What follows belongs to an exercise in optimizing a design on an open flow for small area, a short achievable clock period and few clock cycles per item; a production flow would make more cautious choices. Where RTL was checked, it was by simulation tests only, not by an equivalence proof against the original. Function not checked in runs 1 to 4: the RTL went through the layout flow alone. Power figures rest on the tool's default switching activity, not on a simulated workload.

## design.v

```verilog
module fsync_evq #(
    parameter DEPTH = 32,
    parameter AW    = 5,
    parameter W     = 17
) (
    input  wire          clk,
    input  wire          rst,
    input  wire          clear,
    input  wire          push,
    input  wire [W-1:0]  push_data,
    input  wire          pop,
    output wire [W-1:0]  head_data,
    output wire [W-1:0]  last_data,
    output reg  [AW:0]   count
);
    reg [DEPTH*W-1:0] sr;
    reg               wq_push;    
    reg [W-1:0]       wq_data;    
    reg [AW-1:0]      pidx;       
    reg               pempty;     
    assign head_data = pempty ? wq_data : sr[pidx*W +: W];
    assign last_data = wq_data;
    always @(posedge clk) begin
        wq_data <= push_data;
        if (wq_push)
            sr <= {sr[(DEPTH-1)*W-1:0], wq_data};
    end
    always @(posedge clk) begin
        if (rst || clear) begin
            count   <= {(AW+1){1'b0}};
            wq_push <= 1'b0;
            pidx    <= {AW{1'b1}};
            pempty  <= 1'b1;
        end else begin
            wq_push <= push;
            if (push)
                count <= count + 1'b1;
            else if (pop)
                count <= count - 1'b1;
            if (wq_push && !pop) begin
                pidx   <= pidx + 1'b1;
                pempty <= 1'b0;
            end else if (!wq_push && pop) begin
                pidx   <= pidx - 1'b1;
                pempty <= (pidx == {AW{1'b0}});
            end
        end
    end
endmodule
module fsync_ring #(
    parameter DEPTH = 16,
    parameter AW    = 4,
    parameter W     = 16
) (
    input  wire          clk,
    input  wire          rst,
    input  wire          clear,
    input  wire          push,
    input  wire [W-1:0]  push_data,
    input  wire          pop,
    output wire [W-1:0]  head_data,
    output reg  [AW:0]   count
);
    reg [DEPTH*W-1:0] sr;
    reg               wr;         
    reg [AW-1:0]      hidx;       
    assign head_data = sr[hidx*W +: W];
    always @(posedge clk) begin
        if (wr)
            sr <= {sr[(DEPTH-1)*W-1:0], push_data};
    end
    always @(posedge clk) begin
        if (rst || clear) begin
            wr    <= 1'b0;
            count <= {(AW+1){1'b0}};
            hidx  <= {AW{1'b1}};
        end else begin
            wr <= push;
            if (push) begin
                count <= count + 1'b1;
                hidx  <= hidx + 1'b1;
            end else if (pop) begin
                count <= count - 1'b1;
                hidx  <= hidx - 1'b1;
            end
        end
    end
endmodule
module fsync_refmgr (
    input  wire        clk,
    input  wire        rst,
    input  wire        cmd_valid,
    output wire        cmd_ready,
    input  wire [31:0] cmd,
    output reg         done,
    output reg  [7:0]  status_code,
    output reg  [7:0]  last_opc,
    output reg  [31:0] result0,
    output reg  [31:0] result1,
    output reg         direction,
    output reg  [1:0]  p_refs,
    output reg  [1:0]  ref_count,
    output reg  [15:0] ref0,
    output reg  [15:0] ref1,
    output reg  [1:0]  prep_count,
    output reg  [15:0] prep0,
    output reg  [15:0] prep1,
    output wire [4:0]  ring_count,
    output reg  [31:0] next_display,
    output wire [5:0]  evq_count
);
    localparam MAX_REFS = 2;
    localparam RING_CAP = 16;
    localparam EVQ_CAP  = 32;
    localparam OP_NOP        = 8'h00;
    localparam OP_RESET      = 8'h01;
    localparam OP_EV_POP     = 8'h02;
    localparam OP_SET_DIR    = 8'h40;
    localparam OP_SET_PREFS  = 8'h41;
    localparam OP_REF_PREP   = 8'h42;
    localparam OP_REF_UPD    = 8'h43;
    localparam OP_POST_DEC   = 8'h44;
    localparam OP_REV_REMOVE = 8'h45;
    localparam ST_OK          = 8'h00;
    localparam ST_SELF_REF    = 8'h04;
    localparam ST_EMPTY       = 8'h05;
    localparam ST_INSUFF_REFS = 8'h14;
    localparam ST_ILLEGAL     = 8'h20;
    localparam ST_RING_FULL   = 8'h23;
    localparam ST_EVQ_FULL    = 8'h24;
    localparam ST_NOT_IN_LIST = 8'h25;
    localparam ST_STATE       = 8'h26;
    reg         idle;             
    reg         drain;            
    reg         rel2;             
    reg  [31:0] cmd_q;
    reg         cmd_v;
    assign cmd_ready = idle;
    always @(posedge clk) begin
        if (idle)
            cmd_q <= cmd;
    end
    always @(posedge clk) begin
        if (rst)
            cmd_v <= 1'b0;
        else if (idle)
            cmd_v <= cmd_valid;
    end
    wire exec = idle && cmd_v;
    reg         evq_clear;
    reg         evq_push;
    reg  [16:0] evq_push_data;
    reg         evq_pop;
    wire [16:0] evq_head;
    wire [16:0] evq_last;
    reg         ring_clear;
    reg         ring_push;
    reg         ring_pop;
    wire [15:0] ring_head;
    fsync_evq #(.DEPTH(EVQ_CAP), .AW(5), .W(17)) u_evq (
        .clk       (clk),
        .rst       (rst),
        .clear     (evq_clear),
        .push      (evq_push),
        .push_data (evq_push_data),
        .pop       (evq_pop),
        .head_data (evq_head),
        .last_data (evq_last),
        .count     (evq_count)
    );
    fsync_ring #(.DEPTH(RING_CAP), .AW(4), .W(16)) u_ring (
        .clk       (clk),
        .rst       (rst),
        .clear     (ring_clear),
        .push      (ring_push),
        .push_data (evq_last[15:0]),
        .pop       (ring_pop),
        .head_data (ring_head),
        .count     (ring_count)
    );
    wire [7:0]  opc    = cmd_q[31:24];
    wire        fld    = cmd_q[20];
    wire        refb   = cmd_q[19];
    wire [2:0]  ptype  = cmd_q[18:16];
    wire [15:0] frame  = cmd_q[15:0];
    reg legal;
    always @(*) begin
        case (opc)
            OP_NOP, OP_RESET, OP_EV_POP:
                legal = (cmd_q[23:0] == 24'd0);
            OP_SET_DIR:
                legal = (cmd_q[23:1] == 23'd0);
            OP_SET_PREFS:
                legal = (cmd_q[23:2] == 22'd0) && (cmd_q[1:0] == 2'd1 || cmd_q[1:0] == 2'd2);
            OP_REF_PREP:
                legal = (cmd_q[23:21] == 3'd0) && !refb && (ptype <= 3'd3);
            OP_REF_UPD:
                legal = (cmd_q[23:21] == 3'd0) && (ptype == 3'd0);
            OP_POST_DEC:
                legal = (cmd_q[23:20] == 4'd0) && (ptype == 3'd0);
            OP_REV_REMOVE:
                legal = (cmd_q[23:21] == 3'd0) && !refb && (ptype == 3'd0);
            default:
                legal = 1'b0;
        endcase
    end
    reg [1:0] req;
    always @(*) begin
        case (ptype[1:0])
            2'd1:    req = p_refs;
            2'd2:    req = 2'd2;
            default: req = 2'd0;
        endcase
    end
    wire evq_full  = evq_count[5];                               
    wire evq_room2 = (evq_count <= 6'd30);
    wire [6:0] evq_need = {1'b0, evq_count} + {2'b00, ring_count};
    wire evq_room_drain = (evq_need <= 7'd31);                   
    wire ring_full = ring_count[4];
    wire hit0 = (ref_count != 2'd0) && (ref0 == frame);
    wire hit1 = ref_count[1] && (ref1 == frame);
    reg  [31:0] pop_disp;
    wire [31:0] nd_inc = next_display + 32'd1;
    always @(*) begin
        evq_clear     = 1'b0;
        evq_push      = 1'b0;
        evq_push_data = {1'b0, frame};
        evq_pop       = 1'b0;
        ring_clear    = 1'b0;
        ring_push     = 1'b0;
        ring_pop      = 1'b0;
        if (drain) begin
            evq_push      = 1'b1;
            evq_push_data = {1'b1, ring_head};
            ring_pop      = 1'b1;
        end else if (rel2) begin
            evq_push      = 1'b1;
            evq_push_data = evq_last;
        end else if (exec && legal) begin
            case (opc)
                OP_RESET: begin
                    evq_clear  = 1'b1;
                    ring_clear = 1'b1;
                end
                OP_EV_POP: begin
                    evq_pop = (evq_count != 6'd0);
                end
                OP_REF_UPD: begin
                    if (refb && fld && ref_count == MAX_REFS) begin
                        evq_push      = !evq_full;
                        evq_push_data = {1'b0, ref0};
                    end else if (!refb) begin
                        evq_push      = !evq_full;
                    end
                end
                OP_POST_DEC: begin
                    evq_push_data = {1'b1, frame};
                    if (!direction)
                        evq_push = !evq_full;
                    else if (!refb)
                        ring_push = !ring_full;
                    else
                        evq_push = evq_room_drain;
                end
                OP_REV_REMOVE: begin
                    evq_push = (hit0 || hit1) && (fld ? evq_room2 : !evq_full);
                end
                default: ;
            endcase
        end
    end
    always @(posedge clk) begin
        if (rst) begin
            idle         <= 1'b1;
            drain        <= 1'b0;
            rel2         <= 1'b0;
            done         <= 1'b0;
            status_code  <= ST_OK;
            last_opc     <= 8'h00;
            result0      <= 32'd0;
            result1      <= 32'd0;
            direction    <= 1'b0;
            p_refs       <= 2'd1;
            ref_count    <= 2'd0;
            ref0         <= 16'd0;
            ref1         <= 16'd0;
            prep_count   <= 2'd0;
            prep0        <= 16'd0;
            prep1        <= 16'd0;
            next_display <= 32'd0;
            pop_disp     <= 32'd0;
        end else begin
            done <= 1'b0;
            if (drain) begin
                next_display <= nd_inc;
                result1      <= nd_inc;
                if (ring_count == 5'd1) begin
                    drain <= 1'b0;
                    idle  <= 1'b1;
                    done  <= 1'b1;
                end
            end else if (rel2) begin
                rel2 <= 1'b0;
                idle <= 1'b1;
                done <= 1'b1;
            end else if (exec) begin
                last_opc <= opc;
                done     <= 1'b1;
                if (!legal) begin
                    status_code <= ST_ILLEGAL;
                end else begin
                    status_code <= ST_OK;
                    case (opc)
                        OP_NOP: ;
                        OP_RESET: begin
                            result0      <= 32'd0;
                            result1      <= 32'd0;
                            ref_count    <= 2'd0;
                            ref0         <= 16'd0;
                            ref1         <= 16'd0;
                            prep_count   <= 2'd0;
                            prep0        <= 16'd0;
                            prep1        <= 16'd0;
                            next_display <= 32'd0;
                            pop_disp     <= 32'd0;
                        end
                        OP_EV_POP: begin
                            if (evq_count == 6'd0) begin
                                status_code <= ST_EMPTY;
                                result0     <= 32'd0;
                                result1     <= 32'd0;
                            end else begin
                                result0 <= {2'b00, evq_head[16], !evq_head[16], 12'd0, evq_head[15:0]};
                                if (evq_head[16]) begin
                                    result1  <= pop_disp;
                                    pop_disp <= pop_disp + 32'd1;
                                end else begin
                                    result1  <= 32'd0;
                                end
                            end
                        end
                        OP_SET_DIR: begin
                            if (ring_count != 5'd0)
                                status_code <= ST_STATE;
                            else
                                direction <= cmd_q[0];
                        end
                        OP_SET_PREFS: begin
                            p_refs <= cmd_q[1:0];
                        end
                        OP_REF_PREP: begin
                            if (ref_count >= req) begin
                                prep_count <= req;
                                result0    <= {30'd0, req};
                                if (req == 2'd2) begin
                                    prep0 <= ref0;
                                    prep1 <= ref1;
                                end else if (req == 2'd1) begin
                                    prep0 <= ref_count[1] ? ref1 : ref0;
                                    prep1 <= 16'd0;
                                end else begin
                                    prep0 <= 16'd0;
                                    prep1 <= 16'd0;
                                end
                            end else if (fld && req == 2'd1 && ref_count == 2'd0) begin
                                prep_count  <= 2'd1;
                                prep0       <= frame;
                                prep1       <= 16'd0;
                                result0     <= 32'd1;
                                status_code <= ST_SELF_REF;
                            end else begin
                                prep_count  <= 2'd0;
                                prep0       <= 16'd0;
                                prep1       <= 16'd0;
                                result0     <= 32'd0;
                                status_code <= ST_INSUFF_REFS;
                            end
                        end
                        OP_REF_UPD: begin
                            if (refb && fld) begin
                                if (ref_count == MAX_REFS) begin
                                    if (evq_full) begin
                                        status_code <= ST_EVQ_FULL;
                                    end else begin
                                        ref0    <= ref1;
                                        ref1    <= frame;
                                        result0 <= {30'd0, ref_count};
                                    end
                                end else begin
                                    if (ref_count == 2'd0)
                                        ref0 <= frame;
                                    else
                                        ref1 <= frame;
                                    ref_count <= ref_count + 2'd1;
                                    result0   <= {30'd0, ref_count + 2'd1};
                                end
                            end else if (!refb) begin
                                if (evq_full)
                                    status_code <= ST_EVQ_FULL;
                                else
                                    result0 <= {30'd0, ref_count};
                            end else begin
                                result0 <= {30'd0, ref_count};
                            end
                        end
                        OP_POST_DEC: begin
                            if (!direction) begin
                                if (evq_full) begin
                                    status_code <= ST_EVQ_FULL;
                                end else begin
                                    next_display <= nd_inc;
                                    result0      <= 32'd1;
                                    result1      <= nd_inc;
                                end
                            end else if (!refb) begin
                                if (ring_full) begin
                                    status_code <= ST_RING_FULL;
                                end else begin
                                    result0 <= 32'd0;
                                    result1 <= next_display;
                                end
                            end else begin
                                if (!evq_room_drain) begin
                                    status_code <= ST_EVQ_FULL;
                                end else begin
                                    next_display <= nd_inc;
                                    result0      <= {27'd0, ring_count} + 32'd1;
                                    result1      <= nd_inc;
                                    if (ring_count != 5'd0) begin
                                        drain <= 1'b1;
                                        idle  <= 1'b0;
                                        done  <= 1'b0;
                                    end
                                end
                            end
                        end
                        OP_REV_REMOVE: begin
                            if (!(hit0 || hit1)) begin
                                status_code <= ST_NOT_IN_LIST;
                            end else if (fld ? !evq_room2 : evq_full) begin
                                status_code <= ST_EVQ_FULL;
                            end else begin
                                if (hit0)
                                    ref0 <= ref1;
                                ref1      <= 16'd0;
                                ref_count <= ref_count - 2'd1;
                                result0   <= {30'd0, ref_count - 2'd1};
                                if (fld) begin
                                    rel2 <= 1'b1;
                                    idle <= 1'b0;
                                    done <= 1'b0;
                                end
                            end
                        end
                        default: ;
                    endcase
                end
            end
        end
    end
endmodule
```

## constraint.sdc

```tcl
create_clock -name core_clock -period 8.0 [get_ports {clk}]
set_input_delay 1.6000 -clock core_clock [delete_from_list [all_inputs] [get_ports {clk}]]
set_output_delay 1.6000 -clock core_clock [all_outputs]
set_load 0.01 [all_outputs]
```

## config.mk

```make
export PLATFORM = sky130hd
export DESIGN_NAME = fsync_refmgr
export DESIGN_NICKNAME = fsync_refmgr
export VERILOG_FILES = /design/flow/design.v
export SDC_FILE = /design/flow/constraint.sdc
export NUM_CORES = 4
export LEC_CHECK = 0
export CAP_MARGIN = 20
export CORE_MARGIN = 2
export CORE_UTILIZATION = 40
export SLEW_MARGIN = 20
```

## run.sh

```bash
#!/bin/bash
# synth_recipe.tcl (not shown) runs the flow's synth.tcl, then flattens the netlist and writes it again
# the make line also repeats each setting of config.mk as NAME=value (left out here)
make -C /OpenROAD-flow-scripts/flow DESIGN_CONFIG=/design/flow/config.mk WORK_HOME=/design/flow/orfs CLKGATE_MAP_FILE= SYNTH_SCRIPT=/design/flow/synth_recipe.tcl finish
```

==> impl_metrics.ini, run 1 <==
[setup_path]
cp.arrival_ns = 5.63
cp-start-kind = flip-flop
critical_path_peak_fanout = 19
end_kind = flip-flop
worst_ep_required_time_ns = 8.55
crit_type = reg -> reg

[floorplanning]
io_pins = 231
die_h_um = 338
dieWidth_um = 338
core.rowCount = 122
dieArea_um2 = 115000
core-area_um2 = 111000
initial_utilization_pct = 40.4

[timing]
finalCriticalPeriod_ns = 5.08
slew_headroom_pct = 26.2
fin_worst_skew_ns = 0.0296
worst_pin_slew_ns = 1.10
rsz0062_at_grt = false
drv_slew = 0
fin_setup_tns_ns = 0
hold_viol_final = 0
max_freq_ghz = 0.197
fin_crit_sh_pct = 63.5
setup_viol = 0

[cells_and_area]
fill_cells = 9563
final_common_cell = edfxtp_1
final_cell_area_um2 = 52200
multiInputGateArea_um2 = 13600
post_route_cells_drive_above_1_share_pct = 15.5
finish.utilization_pct = 47.1
mostFrequentLayoutCells = edfxtp_1, mux4_2, dfxtp_1
seqCellArea_um2 = 30300
area_delta_synth_final_pct = 16.6
final_nets = 3120

[place]
place_area_um2 = 48500
port_buffers = 227
gp_congestion = 0.868
dpl.hpwl_mm = 65.4

[logic_synthesis]
yosys_most_used_dff = edfxtp_1
synth_top_cell_by_area = edfxtp_1
netlist_area_um2 = 44700
synth_cell_types = 76
synth_edf_count = 848
synth-seq-cells = 1089
yosys.area_share.adder_pct = 1.05
ys_warn_count = 3
synth_top_family_by_area = multiplexers
yosys.area_share.xor_xnor_pct = 1.92
yosys.area_share.simple_pct = 7.04
async_flop_share_pct = 0
avgSynthCellArea_um2 = 15.6
synth_seq_area_share_pct = 67.7
syn-instance-count = 2865
synth_compound_area_share_pct = 6.56
synth_area_leaders = edfxtp_1, mux4_2, dfxtp_1
yosysTopAreaCellShare_pct = 56.9
synthMuxAreaShare_pct = 13.7

[cts]
cts_root_buffer = clkbuf_16
cts_made_buffers = 107
cts-resized-gates = 0
insertion_delay_ns = 0.68
clockBufferDepth = 3
ctsHtreeMaxLevel = 3
numClockSinks = 1089
holdBufCountCts = 0
path_clk_slew_ns = 0.07
cts_setup_buffers = 0
cts_tree = yes

[global_routing]
antenna_found_initial = 0
grt_max_degree = 224
grt_pass1_wl_mm = 163
grt_pass1_vias = 26600
grt-ovfl-total = 0
track_usage_pct = 17.9

[drt]
viasPerCell = 5.67
route.detailed.wl_per_inst_um = 22.6
drt-total-wl_mm = 105
drt_iter0_markers = 2572
ant_nets = 0
via_count = 26300
dr.pass1.iters = 6
drcViolationCount = 0

[status]
status = no timing/DRC/antenna violations

[flow_run]
cap_viol_max_count = 0

[hold_path]
hp-class = reg -> reg

[power_and_ir_drop]
power_density_nw_per_um2 = 217
peakVddDrop_v = 0.000197
leakage_nw = 17.2
[worst max-delay path, cell delays in order (launching register included)]
cell      delay [ns]
edfxtp_1        0.42
or4_1           0.73
nor2_2          0.67
nand3_1         0.44
a211oi_1        0.60
o21a_1          0.23
inv_1           0.23
ha_1            0.37
a21o_1          0.19
a21oi_1         0.16
nor2b_1         0.08
o21ai_0         0.16
nand2b_1        0.10
or3_1           0.34
a21oi_1         0.17
nor3b_1         0.07
[kinds of logic after synthesis]
| logic type | count (synthesis) |
|---|---|
| other cells | 1 |
| flops | 1089 |
| fa+ha+maj | 35 |
| simple gates | 647 |
| buf+inv | 224 |
| mux | 309 |
| xor+xnor | 98 |
| compound gates | 462 |
[routing by layer]
layer	vias up	wire, um	track usage (%)	share of wire, %
li1	11600	-	-	-
met1	13700	46400	25.1	44
met2	820	49700	28.5	47
met3	177	5960	3.06	5.7
met4	0	2670	5.72	2.5
met5	-	0	0	0
[state kept, by name (all words and copies together), names as in the netlist, 8 cells and up]
signal and count:
result1 32, prep1 16, next_display 32, u_evq.wq_data 17
cmd_q 32, ref0 16, last_opc 8, u_ring.sr 256
result0 32, prep0 16, pop_disp 32, ref1 16
u_evq.sr 544
[synthesized netlist by cell type (30+ instances only)]
master,number
inv_1,30
mux2i_1,60
nor2_1,175
clkbuf_1,130
and3_1,42
a22oi_1,59
mux4_2,243
nand3_1,68
edfxtp_1,848
xnor2_1,31
nand2_1,171
nand4_1,34
nor3_1,35
xor2_1,67
o21ai_0,134
ha_1,31
dfxtp_1,241
a21oi_1,116
[path summary, 6_finish.rpt]
| kind | start | endpoint | slack, ns | depth (start not counted) |
|---|---|---|---|---|
| worst max-delay path | cmd_q[31] | u_evq.count[5] | 2.92 | 15 |
| worst min-delay path | u_evq.sr[486] | u_evq.sr[503] | 0.43 | 0 |
| worst max register to register | cmd_q[31] | u_evq.count[5] | 2.92 | 15 |
| worst min register to register | u_evq.sr[486] | u_evq.sr[503] | 0.43 | 0 |
[where the power goes]
part	internal, W	switching [W]	total [W]
registers	0.00603	0.0000361	0.00607
logic	0.0000477	0.0000774	0.000125
clock network	0.00295	0.00216	0.00511
[through the flow]
stage               instances  hold slack (ns)  setup WS (ns)  power (W)
floorplan                2867            0.420           1.47    0.00625
global placement         4427            0.426           2.77    0.00631
detailed placement       4427            0.429           2.62    0.00632
CTS                      4630            0.433           2.56     0.0114
global route             4632            0.441           2.60     0.0117
finish                   4634            0.429           2.92     0.0113
[layout make-up]
type                       instances  share of cell area, %
clock buffer                     142                   5.63
tap                             1488                   3.57
inverter                          32                  0.230
sequential                      1089                   58.1
clock inverter                    61                   1.28
timing repair buffer             266                   5.02
multi-input combinational       1554                   26.1
antenna                            2                0.00960
==> run 2, diff against run 1 <==
--- a/config.mk
+++ b/config.mk
@@ -8,4 +8,5 @@
 export CAP_MARGIN = 20
 export CORE_MARGIN = 2
 export CORE_UTILIZATION = 40
+export SETUP_SLACK_MARGIN = 4.5
 export SLEW_MARGIN = 20
==> impl_metrics.ini, run 2 <==
[global_routing]
grt-ovfl-total = 0
grt_pass1_vias = 26900
antenna_found_initial = 3
grt_pass1_wl_mm = 165
grt_max_degree = 219
track_usage_pct = 18.3

[setup_path]
end_kind = flip-flop
cp.arrival_ns = 4.28
r2r-end = u_evq.count[5]
crit_type = reg -> reg
regToRegSetupSlack_ns = 4.29
cp-start-kind = flip-flop
r2r-start = cmd_q[13]
critical_path_peak_fanout = 6
worst_ep_required_time_ns = 8.57
worst-r2r-cell-count = 17

[status]
status = no timing/DRC/antenna violations

[hold_path]
hold_path_depth = 0
hp-start = u_evq.sr[114]
hp-class = reg -> reg
hold_end = u_evq.sr[131]

[cts]
ctsHtreeMaxLevel = 3
numClockSinks = 1089
cts_tree = yes
insertion_delay_ns = 0.70
path_clk_slew_ns = 0.07
holdBufCountCts = 0
cts_made_buffers = 109
clockBufferDepth = 3
cts_root_buffer = clkbuf_16

[timing]
fin_setup_tns_ns = 0
max_freq_ghz = 0.269
rsz0062_at_grt = true
hold_viol_final = 0
fin_worst_skew_ns = 0.0345
slew_headroom_pct = 28.6
setup_viol = 0
finalCriticalPeriod_ns = 3.71
drv_slew = 0
worst_pin_slew_ns = 1.07
fin_crit_sh_pct = 46.4

[logic_synthesis]
synth_edf_count = 848
yosysMostFrequentCell = edfxtp_1
avgSynthCellArea_um2 = 15.6
yosysTopAreaCellShare_pct = 56.9
yosys_most_used_dff = edfxtp_1
synth_seq_area_share_pct = 67.7
async_flop_share_pct = 0
synth_common_cells = edfxtp_1, mux4_2, dfxtp_1
synth_cell_types = 76
synth_top_cell_by_area = edfxtp_1
synth_area_leaders = edfxtp_1, mux4_2, dfxtp_1
synth-seq-cells = 1089
syn-instance-count = 2865
ys_warn_count = 3
netlist_area_um2 = 44700

[place]
gp_congestion = 0.892
port_buffers = 227
dp.cells = 4427
dpl.hpwl_mm = 65.7

[floorplanning]
io_pins = 231
dieArea_um2 = 115000
core.rowCount = 122
initial_utilization_pct = 40.4
core-area_um2 = 111000
die_h_um = 338
dieWidth_um = 338

[cells_and_area]
instances_no_fill = 4699
area_delta_synth_final_pct = 18.9
seqCellArea_um2 = 30300
mostFrequentLayoutCells = edfxtp_1, mux4_2, clkdlybuf4s50_1
final_nets = 3189
regMostFlops = u_evq.sr
multiInputGateArea_um2 = 13900
final_common_cell = edfxtp_1
largest_reg_flops = 544
diodes = 0
post_route_cells_drive_above_1_share_pct = 19.3
reg_top3 = u_evq.sr: 544 flops, u_ring.sr: 256 flops
fill_cells = 9404

[power_and_ir_drop]
clock_power_share_pct = 46.0
combPwrFrac_pct = 1.4
p_sw_share_pct = 20.0
power_density_nw_per_um2 = 217
internal_power_w = 0.00922
seqPwrFrac_pct = 52.6
power_switching_w = 0.00230
peakVddDrop_v = 0.000217
leakage_nw = 17.8

[drt]
route.detailed.wl_per_inst_um = 22.7
drt-total-wl_mm = 107
dr.pass1.iters = 6
drcViolationCount = 0
viasPerCell = 5.67
via_count = 26600
ant_nets = 0
drt_iter0_markers = 2435

[flow_run]
cap_viol_max_count = 0
run 2: changes by cell type in the layout (fill, tap and decap cells not counted), sizes merged, moves of 3 or more:
cell / delta
buf: +65
dlymetal6s2s: +3
bufinv: +4
clkdlybuf4s50: -6
clkbuf: +7
dlygate4sd2: +3
clkinv: -10
run 2: cell type report:
cell class / count / area share [%]
inverters: 32 / 0.242
multi-input cells: 1554 / 26.1
repair buffers: 333 / 6.09
flip-flops and latches: 1089 / 57.0
clock buffers: 148 / 5.65
clock inverters: 55 / 1.37
well taps: 1488 / 3.50
run 2: kinds of logic after synthesis:
logic type                 count (synthesis)  synth area share, %
buffers and inverters                    224                 2.01
xor gates and xnor gates                  98                 1.92
other                                      1              0.00838
muxes                                    309                 13.7
DFF                                     1089                 67.7
adders and majority gates                 35                 1.05
and+or+nand+nor                          647                 7.04
AOI/OAI and AO/OA                        462                 6.56
run 2: worst max-delay path by stage:
stage / start / endpoint / slack, ns / depth (start not counted)
finish: cmd_q[13] / u_evq.count[5] / 4.29 / 17
global route: cmd_q[29] / u_evq.count[5] / 4.20 / 15
CTS: cmd_q[31] / u_evq.count[5] / 4.33 / 16
detailed placement: cmd_q[29] / u_evq.count[5] / 3.49 / 15
global placement: cmd_q[26] / u_evq.pidx[4] / 3.56 / 15
floorplan: u_evq.wq_push / u_evq.pidx[4] / 2.20 / 9
run 2: stage by stage:
| step | utilization, % | setup slack (ns) | hold WS (ns) | power [W] | area [um^2] |
|---|---|---|---|---|---|
| after floorplan | - | 2.20 | 0.420 | 0.00625 | 44800 |
| after global placement | 43.8 | 3.56 | 0.426 | 0.00631 | 48500 |
| after detailed placement | 43.8 | 3.49 | 0.427 | 0.00632 | 48500 |
| after CTS | 47.6 | 4.33 | 0.424 | 0.0116 | 52800 |
| after global routing | 48.0 | 4.20 | 0.439 | 0.0119 | 53200 |
| final | 48.0 | 4.29 | 0.428 | 0.0115 | 53200 |
run 2: per-layer routing:
layer | vias up | global-route usage [%] | routed length [um]
met4 | 0 | 5.32 | 2490
li1 | 11800 | - | -
met1 | 13800 | 25.3 | 46600
met3 | 168 | 3.09 | 6430
met2 | 916 | 29.6 | 51300
met5 | - | 0 | 0
run 2: repair_timing:
item,in CTS,in global routing
gates resized for setup,54,43
gates cloned,1,0
pin swaps,9,19
buffers inserted,38,29
endpoints found under the setup margin,246,218
run 2: power by group through the flow:
| stage | clock network (W) | logic [W] | registers (W) |
|---|---|---|---|
| after global routing | 0.00566 | 0.000171 | 0.00606 |
| after global placement | 0 | 0.000127 | 0.00619 |
| after floorplan | 0 | 0.0000813 | 0.00616 |
| after detailed placement | 0 | 0.000128 | 0.00619 |
| after CTS | 0.00543 | 0.000148 | 0.00606 |
| final | 0.00530 | 0.000160 | 0.00606 |
run 2: critical path, cell delays in order, from the launching register on:
cell,delay (ns)
edfxtp_1,0.42
buf_4,0.19
nor4_1,0.41
nand2_1,0.13
and4bb_2,0.36
a211oi_4,0.10
o31ai_4,0.21
o21a_1,0.22
inv_4,0.06
ha_1,0.27
a21o_1,0.20
a21oi_2,0.15
nor2b_1,0.07
o21ai_1,0.13
nand2b_1,0.09
or3_1,0.35
a21oi_2,0.16
nor3b_2,0.06
==> run 3, diff against run 2 <==
--- a/config.mk
+++ b/config.mk
@@ -8,5 +8,5 @@
 export CAP_MARGIN = 20
 export CORE_MARGIN = 2
 export CORE_UTILIZATION = 40
-export SETUP_SLACK_MARGIN = 4.5
+export SETUP_SLACK_MARGIN = 5
 export SLEW_MARGIN = 20
==> impl_metrics.ini, run 3 <==
[logic_synthesis]
netlist_area_um2 = 44700
synth_cell_types = 76
async_flop_share_pct = 0
synth_top_cell_by_area = edfxtp_1
synth-seq-cells = 1089
avgSynthCellArea_um2 = 15.6
synth_area_leaders = edfxtp_1, mux4_2, dfxtp_1
synth_common_cells = edfxtp_1, mux4_2, dfxtp_1
synth_edf_count = 848
ys_warn_count = 3
yosysMostFrequentCell = edfxtp_1
syn-instance-count = 2865
synth_seq_area_share_pct = 67.7
yosysTopAreaCellShare_pct = 56.9
yosys_most_used_dff = edfxtp_1

[power_and_ir_drop]
peakVddDrop_v = 0.000189
internal_power_w = 0.00889
combPwrFrac_pct = 1.9
seqPwrFrac_pct = 54.1
power_switching_w = 0.00229
power_density_nw_per_um2 = 200
power_w = 0.0112
p_sw_share_pct = 20.5
leakage_nw = 19.5
clock_power_share_pct = 44.0

[cts]
cts_made_buffers = 113
insertion_delay_ns = 0.69
clockBufferDepth = 3
cts_root_buffer = clkbuf_16
numClockSinks = 1089
holdBufCountCts = 0
path_clk_slew_ns = 0.07
ctsHtreeMaxLevel = 3
cts_tree = yes

[timing]
max_freq_ghz = 0.280
hold_viol_final = 0
finalCriticalPeriod_ns = 3.57
fin_worst_skew_ns = 0.0263
setup_viol = 0
setup_ws_ns = 4.43
drv_slew = 0
worst_pin_slew_ns = 1.11
fin_crit_sh_pct = 44.6
rsz0062_at_grt = true
fin_setup_tns_ns = 0
slew_headroom_pct = 25.8

[hold_path]
hp-start = u_evq.sr[335]
hold_path_depth = 0
hold_end = u_evq.sr[352]
hp-class = reg -> reg

[global_routing]
grt_max_degree = 201
grt_pass1_vias = 27500
track_usage_pct = 19.5
grt-ovfl-total = 0
grt_pass1_wl_mm = 174
antenna_found_initial = 8

[floorplanning]
dieWidth_um = 338
core-area_um2 = 111000
die_h_um = 338
io_pins = 231
dieArea_um2 = 115000
initial_utilization_pct = 40.4
core.rowCount = 122

[cells_and_area]
post_route_cells_drive_above_1_share_pct = 29.1
regMostFlops = u_evq.sr
area_delta_synth_final_pct = 25.2
finish.utilization_pct = 50.5
reg_top3 = u_evq.sr: 544 flops, u_ring.sr: 256 flops
final_common_cell = edfxtp_1
final_nets = 3326
largest_reg_flops = 544
mostFrequentLayoutCells = edfxtp_1, mux4_2, nor2_1
diodes = 0
instances_no_fill = 4832

[drt]
drt_iter0_markers = 2732
ant_nets = 0
viasPerCell = 5.77
drcViolationCount = 0
dr.pass1.iters = 6
via_count = 27900
drt-total-wl_mm = 118
route.detailed.wl_per_inst_um = 24.4

[setup_path]
end_kind = flip-flop
regToRegSetupSlack_ns = 4.43
r2r-end = u_evq.count[5]
r2r-start = cmd_q[4]
crit_type = reg -> reg
cp-start-kind = flip-flop
worst_ep_required_time_ns = 8.62
critical_path_peak_fanout = 6
worst-r2r-cell-count = 18
cp.arrival_ns = 4.19

[place]
port_buffers = 227
pre_cts_ws_ns = 3.38
dpl.hpwl_mm = 67.6
dp.cells = 4427
gp_congestion = 0.876

[status]
status = no timing/DRC/antenna violations

[flow_run]
cap_viol_max_count = 0
[run 3: kinds of logic (layout without fill, tap and decap cells)]
kind of cell	after synthesis	in the layout	share of synthesized area, %
xor+xnor	98	98	1.92
compound gates	462	462	6.56
mux	309	309	13.7
buf+inv	224	696	2.01
flops	1089	1089	67.7
fa+ha+maj	35	35	1.05
simple gates	647	652	7.04
other cells	1	3	0.00838
[run 3: critical path, cell delays in order (launching register included)]
cell and delay [ns]:
edfxtp_1 0.48, buf_4 0.19, nor4_4 0.27, nand2_1 0.12
and4bb_2 0.37, a211oi_4 0.08, buf_6 0.14, o31ai_4 0.18
o21a_1 0.22, inv_4 0.07, ha_4 0.21, a21o_1 0.18
a21oi_2 0.13, nor2b_1 0.07, o21ai_1 0.12, nand2b_1 0.09
or3_4 0.34, nand3_1 0.08, nor3b_2 0.14
[run 3: how the worst max path moves through the flow]
stage | start | endpoint | slack (ns) | cells after the start
after detailed placement | cmd_q[26] | u_evq.pidx[4] | 3.38 | 16
final | cmd_q[4] | u_evq.count[5] | 4.43 | 18
after floorplan | u_evq.wq_push | u_evq.pidx[4] | 2.20 | 9
after CTS | cmd_q[31] | u_evq.count[5] | 4.36 | 17
after global routing | cmd_q[10] | u_evq.count[5] | 4.24 | 17
after global placement | cmd_q[24] | u_evq.pidx[4] | 3.31 | 16
[run 3: power by group through the flow]
stage / Combinational, W / Clock [W] / Sequential, W
after global routing: 0.000223 / 0.00526 / 0.00605
after floorplan: 0.0000816 / 0 / 0.00616
final: 0.000212 / 0.00492 / 0.00605
after CTS: 0.000166 / 0.00505 / 0.00605
after global placement: 0.000125 / 0 / 0.00619
after detailed placement: 0.000126 / 0 / 0.00619
[run 3: layout make-up]
type	instances	area (um^2)
fill	9166	54800
sequential	1089	30600
multi-input combinational	1559	15100
timing repair buffer	460	4920
clock buffer	158	3140
tap	1488	1860
clock inverter	45	292
inverter	32	131
timing repair inverter	1	7.51
[run 3: timing repair]
item / CTS / global route
endpoints found under the setup margin: 601 / 416
resized for setup: 675 / 189
gates cloned: 18 / 12
pin swaps: 64 / 69
buffers inserted: 93 / 79
[run 3: per-layer routing]
layer / track usage (%) / vias to the layer above / wire length [um]
met3: 3.79 / 201 / 7860
met1: 26.7 / 14500 / 50000
li1: - / 12100 / -
met2: 31.6 / 1050 / 56900
met5: 0 / - / 0
met4: 6.31 / 0 / 3250
[run 3: through the flow]
stage | cell area [um^2] | hold WS (ns)
2_1_floorplan | 44900 | 0.420
3_3_place_gp | 48600 | 0.425
3_5_place_dp | 48600 | 0.429
4_1_cts | 54400 | 0.440
5_1_grt | 56000 | 0.444
6_report | 56000 | 0.436
==> run 4, diff against run 3 <==
--- a/config.mk
+++ b/config.mk
@@ -5,6 +5,7 @@
 export SDC_FILE = /design/flow/constraint.sdc
 export NUM_CORES = 4
 export LEC_CHECK = 0
+export ABC_AREA = 1
 export CAP_MARGIN = 20
 export CORE_MARGIN = 2
 export CORE_UTILIZATION = 40
==> impl_metrics.ini, run 4 <==
[setup_path]
end_kind = output pin
cpMostUsedCell = buf_4
crit_type = reg -> out
cp-start-kind = flip-flop
critical_path_peak_fanout = 4
worst_ep_required_time_ns = 6.40
regToRegSetupSlack_ns = 4.90
slowest_stage = dfxtp_4
cpPeakStageDelay_ns = 0.36
path_cells = buf_4 > buf_4 > buf_2
r2r-end = u_evq.count[5]
cp.arrival_ns = 1.51
r2r-start = cmd_q[16]
worst-r2r-cell-count = 20

[power_and_ir_drop]
leakage_nw = 20.4
power_density_nw_per_um2 = 204
power_w = 0.0116
peakVddDrop_v = 0.000180

[timing]
setup_viol = 0
worst_pin_slew_ns = 1.10
hold_viol_final = 0
max_freq_ghz = 0.322
rsz0062_at_grt = true
slew_headroom_pct = 26.4
fin_crit_sh_pct = 38.9
drv_slew = 0
fin_setup_tns_ns = 0
finalCriticalPeriod_ns = 3.11
fin_worst_skew_ns = 0.0493

[cts]
cts_made_buffers = 115
ctsHtreeMaxLevel = 3
cts_root_buffer = clkbuf_16
clockBufferDepth = 3
holdBufCountCts = 0
path_clk_slew_ns = 0.07
numClockSinks = 1089
insertion_delay_ns = 0.73
cts_tree = yes

[floorplanning]
die_h_um = 351
initial_utilization_pct = 40.2
io_pins = 231
dieWidth_um = 351
dieArea_um2 = 123000
core.rowCount = 127
core-area_um2 = 119000

[drt]
drcViolationCount = 0
drt-total-wl_mm = 135
ant_nets = 0
wl_met2_mm = 59.5
wl_met1_mm = 60.7
route.detailed.wl_per_inst_um = 20.1
dr_wl_met3_mm = 10.2
viasPerCell = 5.41
top_layer = met4
drt_iter0_markers = 3933
dr.pass1.iters = 6
via_count = 36300

[global_routing]
grt_pass1_vias = 34200
track_usage_pct = 21.2
grt-ovfl-total = 0
grt_max_degree = 211
antenna_found_initial = 0
grt_pass1_wl_mm = 205

[logic_synthesis]
synth_seq_area_share_pct = 63.1
synth_area_leaders = edfxtp_1, dfxtp_1, nor2_1
netlist_area_um2 = 48000
yosysMostFrequentCell = edfxtp_1
async_flop_share_pct = 0
synth_top_cell_by_area = edfxtp_1
yosysTopAreaCellShare_pct = 53.0
synth_edf_count = 848
synth_common_cells = edfxtp_1, nor2_1, nand2_1
syn-instance-count = 4762
yosys_most_used_dff = edfxtp_1
synth_cell_types = 59
synth-seq-cells = 1089
avgSynthCellArea_um2 = 10.1
ys_warn_count = 3

[cells_and_area]
largest_reg_flops = 544
regMostFlops = u_evq.sr
final_common_cell = edfxtp_1
reg_top3 = u_evq.sr: 544 flops, u_ring.sr: 256 flops
area_delta_synth_final_pct = 18.7
final_nets = 5065
mostFrequentLayoutCells = edfxtp_1, nor2_1, nand2_1
post_route_cells_drive_above_1_share_pct = 13.2
fill_cells = 11100

[place]
gp_congestion = 0.941
port_buffers = 227
dpl.hpwl_mm = 81.8

[flow_run]
cap_viol_max_count = 0

[hold_path]
hp-start = u_ring.sr[28]
hp-class = reg -> reg
hold_path_depth = 0
hold_end = u_ring.sr[44]

[status]
status = no timing/DRC/antenna violations
## run 4: area by class of cell
| cell class | count | area, um^2 | area share, % |
|---|---|---|---|
| clock buffer | 144 | 3090 | 5.42 |
| timing repair buffer | 392 | 3590 | 6.29 |
| sequential | 1089 | 30500 | 53.6 |
| antenna | 2 | 5.00 | 0.00878 |
| clock inverter | 75 | 761 | 1.33 |
| multi-input combinational | 3114 | 15900 | 27.8 |
| tap | 1612 | 2020 | 3.54 |
| timing repair inverter | 4 | 22.5 | 0.0395 |
| inverter | 279 | 1140 | 2.01 |
## run 4: worst max-delay path, delay by kind of cell, from the launching register on
| family | cells | cell delay, ns |
|---|---|---|
| flip-flops | 1 | 0.36 |
| buffers and inverters | 3 | 0.43 |
## run 4: per-layer routing
layer,up-vias,GRT usage [%]
met5,-,0
met4,0,7.73
met3,228,4.55
met2,1310,31.9
met1,17600,30.2
li1,17200,-
## run 4: cell families after synthesis
logic type	Yosys count	synth area share [%]
AND/OR/NAND/NOR	1887	16.0
flip-flops	1089	63.1
AO/OA/AOI/OAI	1080	13.0
buffers and inverters	561	4.81
XOR/XNOR	67	1.22
multiplexers	42	0.875
adder cells (fa/ha/maj)	35	0.974
other	1	0.00781
## run 4: worst max path at each step
stage,from,end,slack [ns]
floorplan,u_evq.wq_push,u_evq.pidx[4],2.31
global placement,cmd_q[29],u_evq.pidx[4],4.22
detailed placement,cmd_q[28],u_evq.pidx[4],4.20
CTS,cmd_q[26],u_evq.count[5],4.73
global route,cmd_q[27],u_evq.count[5],4.72
finish,u_ring.count[0],ring_count[0],4.89
## run 4: report_power, final
group	switching, W	total (W)	internal [W]
Sequential	0.0000235	0.00604	0.00602
Clock	0.00231	0.00542	0.00311
Combinational	0.000106	0.000168	0.0000623
## run 4: timing repair
action | in CTS | in global routing
gates resized for setup | 611 | 146
pin swaps | 4 | 42
endpoints found under the setup margin | 482 | 287
endpoints found under the hold margin | 0 | 0
gates cloned | 3 | 2
buffers inserted | 50 | 70
## run 4: through the flow
| step | cells | hold WS (ns) | utilization (%) | instance area, um^2 | setup slack (ns) |
|---|---|---|---|---|---|
| 6_report | 6711 | 0.421 | 47.7 | 57000 | 4.89 |
| 5_1_grt | 6709 | 0.428 | 47.7 | 57000 | 4.72 |
| 4_1_cts | 6636 | 0.413 | 47.0 | 56100 | 4.73 |
| 3_5_place_dp | 6364 | 0.427 | 43.1 | 51500 | 4.20 |
| 3_3_place_gp | 6364 | 0.421 | 43.1 | 51500 | 4.22 |
| 2_1_floorplan | 4764 | 0.417 | - | 48100 | 2.31 |
==> run 5, diff against run 4 <==
--- a/design.v
+++ b/design.v
@@ -14,36 +14,23 @@
     output reg  [AW:0]   count
 );
     reg [DEPTH*W-1:0] sr;
-    reg               wq_push;    
-    reg [W-1:0]       wq_data;    
-    reg [AW-1:0]      pidx;       
-    reg               pempty;     
-    assign head_data = pempty ? wq_data : sr[pidx*W +: W];
-    assign last_data = wq_data;
-    always @(posedge clk) begin
-        wq_data <= push_data;
-        if (wq_push)
-            sr <= {sr[(DEPTH-1)*W-1:0], wq_data};
+    reg [AW-1:0]      hidx;       
+    assign head_data = sr[hidx*W +: W];
+    assign last_data = sr[W-1:0];
+    always @(posedge clk) begin
+        if (push)
+            sr <= {sr[(DEPTH-1)*W-1:0], push_data};
     end
     always @(posedge clk) begin
         if (rst || clear) begin
-            count   <= {(AW+1){1'b0}};
-            wq_push <= 1'b0;
-            pidx    <= {AW{1'b1}};
-            pempty  <= 1'b1;
-        end else begin
-            wq_push <= push;
-            if (push)
-                count <= count + 1'b1;
-            else if (pop)
-                count <= count - 1'b1;
-            if (wq_push && !pop) begin
-                pidx   <= pidx + 1'b1;
-                pempty <= 1'b0;
-            end else if (!wq_push && pop) begin
-                pidx   <= pidx - 1'b1;
-                pempty <= (pidx == {AW{1'b0}});
-            end
+            count <= {(AW+1){1'b0}};
+            hidx  <= {AW{1'b1}};
+        end else if (push) begin
+            count <= count + 1'b1;
+            hidx  <= hidx + 1'b1;
+        end else if (pop) begin
+            count <= count - 1'b1;
+            hidx  <= hidx - 1'b1;
         end
     end
 endmodule
@@ -62,27 +49,22 @@
     output reg  [AW:0]   count
 );
     reg [DEPTH*W-1:0] sr;
-    reg               wr;         
     reg [AW-1:0]      hidx;       
     assign head_data = sr[hidx*W +: W];
     always @(posedge clk) begin
-        if (wr)
+        if (push)
             sr <= {sr[(DEPTH-1)*W-1:0], push_data};
     end
     always @(posedge clk) begin
         if (rst || clear) begin
-            wr    <= 1'b0;
             count <= {(AW+1){1'b0}};
             hidx  <= {AW{1'b1}};
-        end else begin
-            wr <= push;
-            if (push) begin
-                count <= count + 1'b1;
-                hidx  <= hidx + 1'b1;
-            end else if (pop) begin
-                count <= count - 1'b1;
-                hidx  <= hidx - 1'b1;
-            end
+        end else if (push) begin
+            count <= count + 1'b1;
+            hidx  <= hidx + 1'b1;
+        end else if (pop) begin
+            count <= count - 1'b1;
+            hidx  <= hidx - 1'b1;
         end
     end
 endmodule
@@ -173,7 +155,7 @@
         .rst       (rst),
         .clear     (ring_clear),
         .push      (ring_push),
-        .push_data (evq_last[15:0]),
+        .push_data (cmd_q[15:0]),
         .pop       (ring_pop),
         .head_data (ring_head),
         .count     (ring_count)
--- a/config.mk
+++ b/config.mk
@@ -5,9 +5,7 @@
 export SDC_FILE = /design/flow/constraint.sdc
 export NUM_CORES = 4
 export LEC_CHECK = 0
-export ABC_AREA = 1
 export CAP_MARGIN = 20
 export CORE_MARGIN = 2
 export CORE_UTILIZATION = 40
-export SETUP_SLACK_MARGIN = 5
 export SLEW_MARGIN = 20
==> impl_metrics.ini, run 5 <==
[cells_and_area]
final_common_cell = edfxtp_1
diodes = 0
fill_cells = 9343
finish.utilization_pct = 47.0
final_nets = 3112
post_route_cells_drive_above_1_share_pct = 16.7
final_cell_area_um2 = 51900
area_delta_synth_final_pct = 16.8
seqCellArea_um2 = 29800
regMostFlops = u_evq.sr
multiInputGateArea_um2 = 13800
mostFrequentLayoutCells = edfxtp_1, mux4_2, clkdlybuf4s50_1
largest_reg_flops = 544
reg_top3 = u_evq.sr: 544 flops, u_ring.sr: 256 flops

[place]
place_area_um2 = 48200
pre_cts_ws_ns = 2.74
dpl.hpwl_mm = 70.5
gp_congestion = 0.913
port_buffers = 227

[logic_synthesis]
synth_compound_area_share_pct = 7.18
yosys_most_used_dff = edfxtp_1
avgSynthCellArea_um2 = 15.5
synthMuxAreaShare_pct = 13.8
yosys.area_share.xor_xnor_pct = 1.34
synth_cell_types = 89
synth-seq-cells = 1069
synth_common_cells = edfxtp_1, mux4_2, dfxtp_1
yosys.area_share.simple_pct = 7.41
synth_top_family_by_area = multiplexers
syn-instance-count = 2861
async_flop_share_pct = 0
yosysTopAreaCellShare_pct = 56.3
yosysMostFrequentCell = edfxtp_1
synth_area_leaders = edfxtp_1, mux4_2, dfxtp_1
yosys.area_share.adder_pct = 1.03
synth_seq_area_share_pct = 67.0
synth_edf_count = 832
synth_top_cell_by_area = edfxtp_1
netlist_area_um2 = 44400
ys_warn_count = 3

[power_and_ir_drop]
leakage_nw = 16.7
peakVddDrop_v = 0.000191
power_density_nw_per_um2 = 216

[setup_path]
regToRegSetupSlack_ns = 2.66
crit_type = reg -> reg
cp-start-kind = flip-flop
worst_ep_required_time_ns = 8.33
r2r-end = u_evq.sr[443]
r2r-start = cmd_q[30]
cp.arrival_ns = 5.66
critical_path_peak_fanout = 177
end_kind = flip-flop
worst-r2r-cell-count = 9

[hold_path]
hold_path_depth = 0
hp-start = u_ring.sr[116]
hp-class = reg -> reg
hold_end = u_ring.sr[132]

[floorplanning]
die_h_um = 337
core-area_um2 = 110000
io_pins = 231
core.rowCount = 122
initial_utilization_pct = 40.2
dieArea_um2 = 114000
dieWidth_um = 337

[timing]
drv_slew = 0
hold_viol_final = 0
rsz0062_at_grt = false
setup_viol = 0
max_freq_ghz = 0.187
setup_ws_ns = 2.66
finalCriticalPeriod_ns = 5.34
fin_crit_sh_pct = 66.7
slew_headroom_pct = 25.7
fin_worst_skew_ns = 0.0346
worst_pin_slew_ns = 1.11

[global_routing]
antenna_found_initial = 0
grt_pass1_wl_mm = 167
track_usage_pct = 19.2
grt_max_degree = 178
grt_pass1_vias = 26200
grt-ovfl-total = 0

[drt]
route.detailed.wl_per_inst_um = 23.8
drcViolationCount = 0
viasPerCell = 5.76
drt-total-wl_mm = 110
dr.pass1.iters = 6
via_count = 26700
drt_iter0_markers = 2747
ant_nets = 0

[cts]
holdBufCountCts = 0
cts-resized-gates = 0
clockBufferDepth = 3
path_clk_slew_ns = 0.06
cts_setup_buffers = 0
ctsHtreeMaxLevel = 3
insertion_delay_ns = 0.71
cts_tree = yes
numClockSinks = 1069
cts_made_buffers = 110
cts_root_buffer = clkbuf_16

[status]
status = no timing/DRC/antenna violations

[flow_run]
cap_viol_max_count = 0
==> run 5: changes by cell type after synthesis, moves of 60 or more <==
cell      before  now
nand2_1      735  173
nor2_1       832  165
o21ai_0      491  103
o211ai_1     109   24
o22ai_1       67    7
nand3_1      182   92
a21oi_1      246   97
inv_1        255   39
mux4_2         0  248
==> run 5: layout make-up <==
type / count / area share (%)
multi-input combinational: 1553 / 26.6
sequential: 1069 / 57.4
tap: 1488 / 3.59
clock buffer: 129 / 5.51
clock inverter: 79 / 1.52
timing repair buffer: 269 / 5.10
inverter: 40 / 0.311
==> run 5: where the power goes <==
part | internal [W] | leakage (nW) | switching [W]
registers | 0.00592 | 9.44 | 0.0000259
clock network | 0.00293 | 1.76 | 0.00221
logic | 0.0000456 | 5.55 | 0.0000791
==> run 5: logic make-up after synthesis <==
kind of cell             after synthesis
multiplexers                         304
buffers and inverters                241
flip-flops                          1069
AND/OR/NAND/NOR                      667
other                                  1
XOR/XNOR                              68
adder cells (fa/ha/maj)               34
AO/OA/AOI/OAI                        477
==> run 5: worst max-delay path, cell delays in order (launching register included) <==
cell and delay (ns):
edfxtp_1 0.60, or4b_1 0.67, nor3_4 0.28, nand4_1 0.22, a211o_1 0.41, a22oi_2 0.38, nor2_4 0.14, clkinvlp_4 0.57
buf_12 0.67, buf_4 0.73
==> run 5: per-layer routing <==
layer	global-route usage [%]	wire, um	vias up
met5	0	0	-
met4	5.74	2890	0
met3	3.72	7850	167
li1	-	-	11700
met1	28.7	49700	13700
met2	28.3	49600	1048
==> run 5: through the flow <==
| step | hold slack (ns) | total power [W] | cells | setup TNS (ns) |
|---|---|---|---|---|
| detailed placement | 0.428 | 0.00618 | 4418 | 0 |
| floorplan | 0.421 | 0.00612 | 2863 | -1129.68 |
| CTS | 0.430 | 0.0113 | 4626 | 0 |
| global route | 0.441 | 0.0115 | 4627 | 0 |
| finish | 0.429 | 0.0112 | 4627 | 0 |
| global placement | 0.421 | 0.00618 | 4417 | 0 |
==> run 5: worst max-delay path by stage <==
stage	from	endpoint	cells past startpoint	slack (ns)
after floorplan	u_ring.count[0]	u_evq.hidx[4]	17	-3.60
after global placement	cmd_q[30]	u_evq.sr[273]	9	2.95
final	cmd_q[30]	u_evq.sr[443]	9	2.66
after CTS	cmd_q[30]	u_evq.sr[443]	9	2.75
after detailed placement	cmd_q[30]	u_evq.sr[324]	9	2.74
after global routing	cmd_q[30]	u_evq.sr[409]	9	2.35
Testbench counts of run 5, summed over its fixed seeds: cycles 19,261, commands 18,562.

[what the ideal ports hide]
In the flow no input, the clock included, has a driving cell. The finished layouts below were timed again as built, in two steps. Step 1 assumes that a clkbuf_16 drives the clock port and a buf_2 every other input. Step 2 adds t to the input delays and takes it off the output delays; t is the mean of the earliest and latest rising clock arrival at the registers after step 1. Input paths then give back, and output paths get back, about the clock's delay inside the block. Three values: ideal ports, drivers, drivers and shift; two values: the first two.
run | shift t [ns] | setup slack, ns | worst data-port slew with drivers (ns) | pins driven straight from the clock port
run 1 | 0.738 | 2.920 / 2.920 / 2.920 | 0.05 | 1
run 2 | 0.752 | 4.288 / 4.288 / 4.288 | 0.05 | 1
run 3 | 0.748 | 4.435 / 4.435 / 4.302 | 0.05 | 1
run 4 | 0.787 | 4.891 / 4.811 / 4.291 | 0.06 | 1
run 5 | 0.759 | 2.662 / 2.662 / 2.662 | 0.05 | 1
After both steps every run listed still meets setup and hold. The setup slack of run 4, which loses most, moves by -0.080 ns with the drivers and by -0.600 ns with both steps.
